Background: an optimization exercise with open tools, aiming at small area, a short achievable clock period and few clock cycles. Do not read the settings as production practice. In this exercise RTL edits were held to simulation tests only and were not proved equivalent to the original. Power is estimated from default activity; no workload was simulated.

== main ==
// gfce
module gfce (
    input  wire        clk,
    input  wire        rst,
    input  wire        cmd_valid,
    input  wire [63:0] cmd_data,
    output wire        cmd_rsp_valid,
    output wire [63:0] cmd_rsp_data,
    input  wire        cfg_valid,
    input  wire [63:0] cfg_data,
    output wire        cfg_rsp_valid,
    output wire [63:0] cfg_rsp_data,
    output wire        mem_rd_en,
    output wire [31:0] mem_rd_addr,
    input  wire [7:0]  mem_rd_data,
    output wire        mem_wr_en,
    output wire [31:0] mem_wr_addr,
    output wire [7:0]  mem_wr_data
);
    localparam OP_STRMCFG   = 8'h01;
    localparam OP_STRMFREE  = 8'h02;
    localparam OP_NEGOTIATE = 8'h03;
    localparam OP_PROCESS   = 8'h04;
    localparam OP_CONFIGURE = 8'h05;
    localparam OP_RBSET     = 8'h06;
    localparam OP_RBGET     = 8'h07;
    localparam OP_RBADVR    = 8'h08;
    localparam OP_RBADVW    = 8'h09;
    localparam OP_GETST     = 8'h0A;
    localparam OP_GETGAIN   = 8'h0B;
    localparam RC_OK       = 3'd0;
    localparam RC_UNSUP    = 3'd1;
    localparam RC_NOTRES   = 3'd2;
    localparam RC_BADCMD   = 3'd3;
    localparam RC_BADARG   = 3'd4;
    localparam RC_BADRING  = 3'd5;
    integer i;
    reg        rst_q;
    reg        cv, fv;
    reg [7:0]  cq_op;
    reg        cq_ahi, cq_bhi, cq_rsv;
    reg [3:0]  cq_a, cq_b;
    reg [31:0] cq_imm;
    reg        f_legal, f_a_bad;
    reg [2:0]  f_ch;
    reg [30:0] f_gain;
    always @(posedge clk) begin
        rst_q <= rst;
        cv    <= cmd_valid & ~rst;
        fv    <= cfg_valid & ~rst;
        cq_op  <= cmd_data[63:56];
        cq_ahi <= cmd_data[55:52] != 4'd0;
        cq_a   <= cmd_data[51:48];
        cq_bhi <= cmd_data[47:44] != 4'd0;
        cq_b   <= cmd_data[43:40];
        cq_rsv <= cmd_data[39:32] != 8'd0;
        cq_imm <= cmd_data[31:0];
        f_legal <= (cfg_data[63:56] == OP_CONFIGURE) && (cfg_data[47:32] == 16'd0);
        f_a_bad <= cfg_data[55:51] != 5'd0;
        f_ch    <= cfg_data[50:48];
        f_gain  <= cfg_data[30:0] | {31{cfg_data[31]}};
    end
    reg [30:0] gain [0:7];        
  ...
Size in the first run: roughly 6,300 cells after synthesis, roughly 64,000 um^2 of cells after synthesis.
Settings: LEC_CHECK=0, CAP_MARGIN=20, CORE_MARGIN=2, CORE_UTILIZATION=55, CTS_BUF_LIST=sky130_fd_sc_hd__clkbuf_16 sky130_fd_sc_hd__clkbuf_8, CTS_CLUSTER_DIAMETER=70, CTS_CLUSTER_SIZE=25, PLACE_DENSITY=0.7, SLEW_MARGIN=20; clock period 30.0 ns.
standard.sh (not shown) runs the stock make flow with config.mk's settings and CLKGATE_MAP_FILE= SYNTH_SCRIPT=/design/flow/synth_recipe.tcl, a recipe that flattens the netlist after the stock synthesis.
==> flow/flow/run.sh <==
#!/bin/bash
# Layout: the standard flow (standard.sh, with its unchanged standard
# synthesis) with two layout choices:
#  - the port buffers are sky130_fd_sc_hd__buf_2 instead of the default pick
#    (a slow delay buffer);
set -euo pipefail
bash standard.sh \
  "BUFFER_PORTS_ARGS=-buffer_cell sky130_fd_sc_hd__buf_2" \
  "SETUP_SLACK_MARGIN=22.6" \
  finish > standard.log 2>&1
Testbench counts of main, summed over its fixed seeds: cycles 135,742.
For the feature branch, these inputs were changed with respect to main:
--- a/flow/design.v
+++ b/flow/design.v
@@ -70,12 +70,13 @@
     reg [31:0] r_rptr [0:1];
     reg [31:0] r_wptr [0:1];
     reg        running;           
     reg        adv_busy;          
     reg [1:0]  adv_st;            
     reg        adv_fin;           
+    reg        adv_wb;            
     reg        adv_ring, adv_w;
     wire [32:0] adv_sum;          
     reg [32:0] adv_d;             
     reg [5:0]  adv_cnt;
     reg        crv, frv;
     reg [2:0]  crc;
@@ -326,15 +327,16 @@
         end else if (adv_st == 2'd3) begin
             au_y   = adv_d;
         end
     end
     wire [33:0] au_out  = {1'b0, au_x} + {1'b0, au_y ^ {33{au_sub}}} + {33'd0, au_sub};
     wire        au_ge   = au_out[33];           
-    wire        adv_last = adv_busy & adv_fin;
-    wire        adv_swe  = do_adv | (adv_busy & ((adv_st == 2'd0) | ((adv_st == 2'd3) & au_ge)));
-    wire [31:0] adv_res  = au_out[31:0];
+    wire        adv_last = adv_busy & adv_wb;
+    wire        adv_swe  = do_adv | (adv_busy & ~adv_fin & ((adv_st == 2'd0) | ((adv_st == 2'd3) & au_ge))) |
+                           (adv_busy & adv_fin & ~adv_wb);
+    wire [31:0] adv_res  = adv_sum[31:0];
     always @(posedge clk) begin
         if (rst) begin
             adv_busy <= 1'b0;
         end else if (do_adv) begin
             adv_busy <= 1'b1;
         end else if (adv_last) begin
@@ -342,12 +344,13 @@
         end
         if (do_adv) begin
             adv_ring <= c_a[0];
             adv_w    <= c_op[0];
             adv_st   <= 2'd0;
             adv_fin  <= 1'b0;
+            adv_wb   <= 1'b0;
             adv_cnt  <= 6'd0;
         end else if (adv_busy) begin
             case (adv_st)
             2'd0: begin
                 adv_st  <= 2'd1;
             end
@@ -362,12 +365,14 @@
                 end
             end
             default: begin
                 adv_cnt <= adv_cnt - 6'd1;
                 if (adv_cnt == 6'd0)
                     adv_fin <= 1'b1;
+                if (adv_fin)
+                    adv_wb  <= 1'b1;
             end
             endcase
         end
     end
     wire rd_slot_end = rd_pos == slot_last;
     wire rd_ch_end   = rd_ch == channels - 4'd1;
==> notes.md <==
- Re proportion of power drawn by the clock network: the feature branch is 1.5 points up on main.
- Higher final cell count among main and the feature branch: the feature branch
- Summary of the comparison: area fraction in compound gates after synthesis is lower in the feature branch, relative to main.
- Half-perimeter wire length after placement was higher in the feature branch than in main.
- Relative to main, number of multi-input logic gates has increased by 64 in the feature branch.
- Sort main and the feature branch by die area, descending, and the feature branch comes first.
- The feature branch finished every step from synthesis to the final layout, and the layout passed the timing, design-rule and antenna checks.
Testbench counts of the feature branch, summed over its fixed seeds: cycles 136,304.

[what the ideal ports hide]
No port has a modelled driver above. Below, the same layouts with a new extraction and two added sets of constraints.
Step 1: set_driving_cell puts a clkbuf_16 on clk and a buf_2 on each other input, an assumption about the parent block.
Step 2 moves the port delays by t, midway between the first and last clock arrival at a register: inputs arrive t later, outputs are due t later. That takes back most of the time a late clock gives input paths.
Slacks: ideal / step 1 / step 2; pairs: ideal / step 1.
run | shift t [ns] | setup slack, ns | worst setup path at the end | clock arrival spread, ns | slew at the worst register clock pin (ns)
main | 0.774 | 22.624 / 22.547 / 22.710 | register to register | 0.091 / 0.091 | 0.10 / 0.10
the feature branch | 0.780 | 22.595 / 22.512 / 22.650 | input to register | 0.058 / 0.059 | 0.10 / 0.10
After both steps every run listed still meets setup and hold.
